This is an optimization exercise on Yosys and OpenROAD, whose aim is small area, a short achievable clock period and few clock cycles, not a production implementation.
Function was checked by simulation only, so behaviour that the tests miss may differ from the original.
Power is estimated from default activity; no workload was simulated.

<file path="design/flow/config.mk">
export PLATFORM = sky130hd
export DESIGN_NAME = msg_codec
export DESIGN_NICKNAME = msg_codec
export VERILOG_FILES = /design/flow/design.v
export SDC_FILE = /design/flow/constraint.sdc
export NUM_CORES = 4
export LEC_CHECK = 0
export CAP_MARGIN = 20
export CORE_MARGIN = 2
export CORE_UTILIZATION = 40
export SLEW_MARGIN = 20
</file>
<file path="design/flow/constraint.sdc">
create_clock -name core_clock -period 10.0 [get_ports {clk}]
set_input_delay 2.0000 -clock core_clock [delete_from_list [all_inputs] [get_ports {clk}]]
set_output_delay 2.0000 -clock core_clock [all_outputs]
set_load 0.01 [all_outputs]
</file>
<file path="design/flow/design.v">
module msg_codec #(
    parameter integer MSM     = 64,         
    parameter integer KEY_LEN = 1,          
    parameter [8*KEY_LEN-1:0] KEY = 8'h5A   
) (
    input  wire       clk,
    input  wire       rst,
    input  wire       wr_en,
    input  wire [6:0] addr,
    input  wire [7:0] wdata,
    output wire [7:0] rdata,
    input  wire       cmd_valid,
    input  wire       cmd_op,
    input  wire [7:0] cmd_len,
    output wire       cmd_ready,
    output reg        done,
    output reg        ok,
    output reg  [3:0] cerr,
    output reg  [7:0] result
);
    localparam integer BUF_CAP = MSM + 1;
    localparam integer MSG_MIN = 3;
    localparam [3:0] CERR_NONE  = 4'd0;
    localparam [3:0] CERR_RANGE = 4'd2;
    localparam [3:0] CERR_CODEC = 4'd6;
    localparam [3:0] CERR_CRC   = 4'd7;
    localparam [3:0] S_IDLE   = 4'd0;
    localparam [3:0] S_KEY    = 4'd1;   
    localparam [3:0] S_SUM    = 4'd2;   
    localparam [3:0] S_CRC    = 4'd3;   
    localparam [3:0] S_COPY   = 4'd4;   
    localparam [3:0] S_COBS   = 4'd5;   
    localparam [3:0] S_CLOSE  = 4'd6;   
    localparam [3:0] S_DCODE  = 4'd7;   
    localparam [3:0] S_DDATA  = 4'd8;   
    localparam [3:0] S_DCHK   = 4'd9;   
    localparam [3:0] S_CMP    = 4'd10;  
    reg [7:0] buffer  [0:BUF_CAP-1];
    reg [7:0] scratch [0:BUF_CAP-1];
    reg [3:0] state;
    reg       op;          
    reg [7:0] n;           
    reg [7:0] size;        
    reg [7:0] i;           
    reg [7:0] wi;          
    reg [7:0] ci;          
    reg [7:0] code;        
    reg [7:0] cnt;         
    reg [7:0] s1, s2;      
    reg [7:0] kidx;        
    assign cmd_ready = (state == S_IDLE);
    assign rdata     = (addr < BUF_CAP) ? buffer[addr] : 8'h00;
    wire [7:0] key_byte = KEY[8*kidx +: 8];
    wire [7:0] fl_x     = (state == S_KEY) ? key_byte : buffer[i];
    wire [8:0] s1_sum   = {1'b0, s1} + {1'b0, fl_x};
    wire [7:0] s1_next  = (s1_sum >= 9'd255) ? s1_sum - 9'd255 : s1_sum[7:0];
    wire [8:0] s2_sum   = {1'b0, s2} + {1'b0, s1_next};
    wire [7:0] s2_next  = (s2_sum >= 9'd255) ? s2_sum - 9'd255 : s2_sum[7:0];
    wire [7:0] dcode    = buffer[i];
    wire [8:0] run_end  = {1'b0, i} + {1'b0, dcode};
    wire [7:0] sbyte    = scratch[i];
    integer k;
    always @(posedge clk) begin
        done <= 1'b0;
        if (rst) begin
            state  <= S_IDLE;
            op     <= 1'b0;
            n      <= 8'd0;
            size   <= 8'd0;
            i      <= 8'd0;
            wi     <= 8'd0;
            ci     <= 8'd0;
            code   <= 8'd0;
            cnt    <= 8'd0;
            s1     <= 8'd0;
            s2     <= 8'd0;
            kidx   <= 8'd0;
            ok     <= 1'b0;
            cerr   <= CERR_NONE;
            result <= 8'd0;
        end else begin
            case (state)
            S_IDLE: begin
                if (wr_en && addr < BUF_CAP)
                    buffer[addr] <= wdata;
                if (cmd_valid) begin
                    op <= cmd_op;
                    s1 <= 8'd0;
                    s2 <= 8'd0;
                    kidx <= 8'd0;
                    if (cmd_op == 1'b0) begin
                        if (cmd_len < MSG_MIN || cmd_len > MSM) begin
                            done   <= 1'b1;
                            ok     <= 1'b0;
                            cerr   <= CERR_RANGE;
                            result <= 8'd0;
                        end else begin
                            n     <= cmd_len;
                            state <= S_KEY;
                        end
                    end else begin
                        if (cmd_len > BUF_CAP) begin
                            done   <= 1'b1;
                            ok     <= 1'b0;
                            cerr   <= CERR_RANGE;
                            result <= 8'd0;
                        end else begin
                            size  <= cmd_len;
                            i     <= 8'd0;
                            wi    <= 8'd0;
                            state <= S_DCODE;
                        end
                    end
                end
            end
            S_KEY: begin
                s1   <= s1_next;
                s2   <= s2_next;
                kidx <= kidx + 8'd1;
                if (kidx == KEY_LEN - 1) begin
                    i     <= 8'd2;
                    state <= (n > 8'd2) ? S_SUM : (op ? S_CMP : S_CRC);
                end
            end
            S_SUM: begin
                s1 <= s1_next;
                s2 <= s2_next;
                i  <= i + 8'd1;
                if (i == n - 8'd1)
                    state <= op ? S_CMP : S_CRC;
            end
            S_CRC: begin
                buffer[0] <= s1;
                buffer[1] <= s2;
                state     <= S_COPY;
            end
            S_COPY: begin
                for (k = 0; k < BUF_CAP; k = k + 1)
                    scratch[k] <= buffer[k];
                i     <= 8'd0;
                ci    <= 8'd0;
                wi    <= 8'd1;
                code  <= 8'd1;
                state <= S_COBS;
            end
            S_COBS: begin
                if (sbyte == 8'h00) begin
                    buffer[ci] <= code;
                    ci   <= wi;
                    code <= 8'd1;
                end else begin
                    buffer[wi] <= sbyte;
                    code <= code + 8'd1;
                end
                wi <= wi + 8'd1;
                i  <= i + 8'd1;
                if (i == n - 8'd1)
                    state <= S_CLOSE;
            end
            S_CLOSE: begin
                buffer[ci] <= code;
                done   <= 1'b1;
                ok     <= 1'b1;
                cerr   <= CERR_NONE;
                result <= n + 8'd1;
                state  <= S_IDLE;
            end
            S_DCODE: begin
                if (i == size) begin
                    n     <= wi;
                    state <= S_DCHK;
                end else if (dcode == 8'h00 || run_end > {1'b0, size}) begin
                    done   <= 1'b1;
                    ok     <= 1'b0;
                    cerr   <= CERR_CODEC;
                    result <= 8'd0;
                    state  <= S_IDLE;
                end else begin
                    code  <= dcode;
                    cnt   <= dcode - 8'd1;
                    i     <= i + 8'd1;
                    state <= S_DDATA;
                end
            end
            S_DDATA: begin
                if (cnt != 8'd0) begin
                    buffer[wi] <= buffer[i];
                    wi  <= wi + 8'd1;
                    i   <= i + 8'd1;
                    cnt <= cnt - 8'd1;
                end else begin
                    if (code != 8'hFF && i != size) begin
                        buffer[wi] <= 8'h00;
                        wi <= wi + 8'd1;
                    end
                    state <= S_DCODE;
                end
            end
            S_DCHK: begin
                if (n < MSG_MIN) begin
                    done   <= 1'b1;
                    ok     <= 1'b0;
                    cerr   <= CERR_CODEC;
                    result <= 8'd0;
                    state  <= S_IDLE;
                end else begin
                    state <= S_KEY;
                end
            end
            S_CMP: begin
                done   <= 1'b1;
                result <= n;
                if (buffer[0] == s1 && buffer[1] == s2) begin
                    ok   <= 1'b1;
                    cerr <= CERR_NONE;
                end else begin
                    ok   <= 1'b0;
                    cerr <= CERR_CRC;
                end
                state <= S_IDLE;
            end
            default: state <= S_IDLE;
            endcase
        end
    end
endmodule
</file>
<file path="design/flow/run.sh">
#!/bin/bash
# synth_recipe.tcl (not shown) runs the flow's synth.tcl, then flattens the netlist and writes it again
# the make line also repeats each setting of config.mk as NAME=value (left out here)
make -C /OpenROAD-flow-scripts/flow DESIGN_CONFIG=/design/flow/config.mk WORK_HOME=/design/flow/orfs CLKGATE_MAP_FILE= SYNTH_SCRIPT=/design/flow/synth_recipe.tcl finish
</file>
==> metrics.yaml <==
worst_setup_path:
  startpoint_type: "flop"
  slowest_delay_ps: 900
  critPathMostFrequentCell: "buf_4"
  reg2reg_to: "s2[6]"
  r2r_slack_ps: 1400
  arrival_ps: 9280
  crit_slowest_cell: "dfxtp_2"
  setup.worst_path.end_class: "flop"
  worst_r2r_path_depth: 33
  cp.required_ps: 10690
  worstPathMaxFanout: 38
  crit_type: "reg -> reg"
clock_tree:
  numCtsBuffers: 171
  numClockSinks: 1648
  post_cts_buffers: 0
  htreeDepth: 4
  clock_latency_ps: 840
  hold_buffers: 0
  cts_tree: "yes"
  ctsResizeCount: 0
  cts.clk_slew.worst_paths_ps: 60
  clock_path_buffers: 3
  clockRootBuffer: "clkbuf_16"
placed_design:
  dpl_cell_area_sq_um: 78400
  gp_congestion: 1.01
  dp.cells: 7148
  place_ws_ps: 1500
  place.port_buffers: 49
  dp_hpwl_um: 199000
timing:
  setup_slack_ps: 1400
  fin_setup_tns_ps: 0
  setup_viol: 0
  rsz0062_at_grt: "false"
  fin_skew_ps: 43.9
  tightestPinTransition_ps: 1280
  relSlewSlack_pct: 14.2
  max_freq_mhz: 116
  drv_slew: 0
  fin_crit_sh_pct: 86.0
  min_period_ps: 8600
  hold_viol_final: 0
yosys:
  yosys_warnings: 2
  ys_ff_latch: 1648
  synth_top_cell_by_area: "edfxtp_1"
  syn-cell-area_sq_um: 73900
  synth_top_area_share_pct: 62.8
  synth_flop_cell: "edfxtp_1"
  synth_edf_count: 1544
  synth_nets: 4855
  synth_area_per_cell_sq_um: 15.5
  async_reset_ff_share_pct: 0
  synthTopCellsByArea: "edfxtp_1, mux4_2, mux2i_1"
  synth_cells: 4778
  yosysSeqAreaShare_pct: 65.6
  synth_cell_types: 86
cells_and_area:
  final-instance-count-excl-fill: 7467
  nets: 4936
  drive_gt1_share_pct: 19.6
  synthToLayoutAreaGrowth_pct: 13.7
  fin_area_sq_um: 84000
pwr:
  p_seq_share_pct: 46.5
  p_sw_w: 0.00510
  clkPwrFrac_pct: 36.1
  p_per_area_nw_per_um2: 212
  swShare_pct: 28.6
  p_int_w: 0.0127
  irDropWorstVdd_mv: 0.153
  power_leakage_nw: 27.0
  comb_power_share_pct: 17.5
grt:
  grt-ovfl-total: 0
  grt_pass1_wl_um: 395000
  antenna_found_initial: 19
  grt_max_degree: 130
  grt_pass1_vias: 47193
  grt_usage_pct: 30.7
routing:
  drc: 0
  post_drt_wl_per_cell_um: 39.1
  num_vias: 50191
  ant_nets: 0
  routed_wl_um: 292000
  drt_iter0_markers: 9249
  viasPerCell: 6.72
  first_pass_iters: 8
floorplan:
  design.die.area_sq_um: 188000
  initial_utilization_pct: 40.3
  die_h_um: 434
  core_area_sq_um: 183000
  ios: 51
  chipWidth_um: 434
  num_rows: 157
min_path:
  worstHoldPathCells: 2
  hold_class: "reg -> reg"
  hold_end: "cerr[0]"
  hold_path_startpoint: "cerr[0]"
job:
  cap_violations: 0
run_status:
  status: "timing/DRC/antenna clean"
## worst max-delay path, delay by kind of cell (launching register included)
| kind | cells | cell delay [ps] |
|---|---|---|
| AO/OA/AOI/OAI | 12 | 2470 |
| AND/OR/NAND/NOR | 9 | 2180 |
| buffers and inverters | 6 | 1360 |
| flip-flops | 1 | 900 |
| adder cells (fa/ha/maj) | 3 | 860 |
| XOR/XNOR | 3 | 610 |
## worst max-delay path by stage
stage,start,endpoint,slack [ps],depth (start not counted)
2_1_floorplan,rst,scratch[0][0],-9350,4
3_3_place_gp,flop,s2[6],1500,31
3_5_place_dp,flop,s2[6],1500,31
4_1_cts,flop,s2[6],1470,31
5_1_grt,flop,s2[6],750,33
6_report,flop,s2[6],1400,33
## cells by family (layout without fill, tap and decap cells)
| logic type | count (synthesis) | count (layout) | share of synthesized area [%] |
|---|---|---|---|
| adders and majority gates | 50 | 50 | 0.874 |
| and+or+nand+nor | 1250 | 1250 | 8.94 |
| AOI/OAI and AO/OA | 686 | 686 | 6.62 |
| DFF | 1648 | 1648 | 65.6 |
| other | 1 | 8 | 0.00508 |
| muxes | 646 | 646 | 14.8 |
| buffers and inverters | 415 | 633 | 2.20 |
| xor gates and xnor gates | 82 | 82 | 0.972 |
## synth_stat cells, drive strengths merged (21+ instances only)
| cell type | count |
|---|---|
| a21oi | 120 |
| clkbuf | 246 |
| nor2 | 321 |
| a2111oi | 81 |
| nor4 | 34 |
| xor2 | 46 |
| dfxtp | 104 |
| a211oi | 37 |
| inv | 61 |
| nand3 | 213 |
| o22ai | 28 |
| buf | 105 |
| mux4 | 355 |
| nand4 | 91 |
| xnor2 | 36 |
| mux2i | 271 |
| nand2 | 134 |
| a31oi | 23 |
| or2 | 21 |
| and2 | 22 |
| ha | 46 |
| o21ai | 95 |
| a221oi | 30 |
| and3 | 236 |
| a22oi | 103 |
| nor3 | 29 |
| edfxtp | 1544 |
| nand2b | 29 |
## power groups by stage
stage / logic [W] / clock network (W) / registers (W)
after floorplan: 0.00194 / 0 / 0.00844
after global placement: 0.00302 / 0 / 0.00840
after detailed placement: 0.00303 / 0 / 0.00841
after CTS: 0.00304 / 0.00643 / 0.00826
after global routing: 0.00327 / 0.00670 / 0.00829
final: 0.00311 / 0.00643 / 0.00828
## registers in the layout (all words and copies together) (netlist names), named ones only
register	flops
op	1
s2	8
scratch	520
state	4
kidx	8
cnt	8
done	1
result	8
cerr	3
size	8
n	8
i	8
ci	7
s1	8
buffer	1024
ok	1
wi	8
code	8
## through the flow
step / util [%] / hold slack [ps] / power (W)
2_1_floorplan: - / 438 / 0.0104
3_3_place_gp: 42.8 / 444 / 0.0114
3_5_place_dp: 42.8 / 449 / 0.0114
4_1_cts: 45.8 / 461 / 0.0177
5_1_grt: 45.8 / 477 / 0.0183
6_report: 45.8 / 457 / 0.0178
## cell usage in the layout, fill, tap and decap left out, types with 77 or more instances in the layout
| master | instances |
|---|---|
| nand3_1 | 212 |
| buf_4 | 189 |
| nand4_1 | 91 |
| mux2i_1 | 271 |
| o21ai_0 | 91 |
| nor2_1 | 272 |
| a22oi_1 | 103 |
| mux4_2 | 355 |
| a2111oi_0 | 77 |
| nand2_1 | 134 |
| dfxtp_1 | 94 |
| a21oi_1 | 116 |
| clkbuf_16 | 176 |
| and3_1 | 236 |
| edfxtp_1 | 1544 |
## per-layer routing
layer	share of wire (%)	global-route usage [%]
met1	36	39.5
met5	0.033	0
met4	7.8	19.5
met2	44	45.2
met3	13	9.29
## final cells by class
cell class / instances / area [sq um]
antenna: 7 / 17.5
clock buffer: 214 / 4570
clock inverter: 96 / 940
fill: 15826 / 99300
inverter: 64 / 241
multi-input combinational: 2715 / 24300
sequential: 1648 / 48500
tap: 2464 / 3080
timing repair buffer: 259 / 2330
Testbench counts, summed over its fixed seeds: cycles 55,909.

separate check: timing with driven ports:
No port has a modelled driver above. Below, the same layout with a new extraction and two added sets of constraints. Step 1 (the two cells are an assumption about what drives the block):
set clk [get_ports {clk}]
set_driving_cell -lib_cell sky130_fd_sc_hd__clkbuf_16 $clk
set_driving_cell -lib_cell sky130_fd_sc_hd__buf_2 [delete_from_list [all_inputs] $clk]
Step 2, shift: input delay + t, output delay - t, t = (earliest + latest rising clock arrival at the registers) / 2. This alone moves slack from input paths to output paths. Slacks: ideal / step 1 / step 2; pairs: ideal / step 1.
shift t [ns]: 0.912
slack for setup (ns): 1.401 / 1.401 / 1.401
hold WS [ns]: 0.457 / 0.457 / 0.457
clock arrival spread, ns: 0.043 / 0.044
After both steps this run still meets setup and hold. For this run, drivers alone change the setup slack by 0.000 ns; drivers and shift together by 0.000 ns.
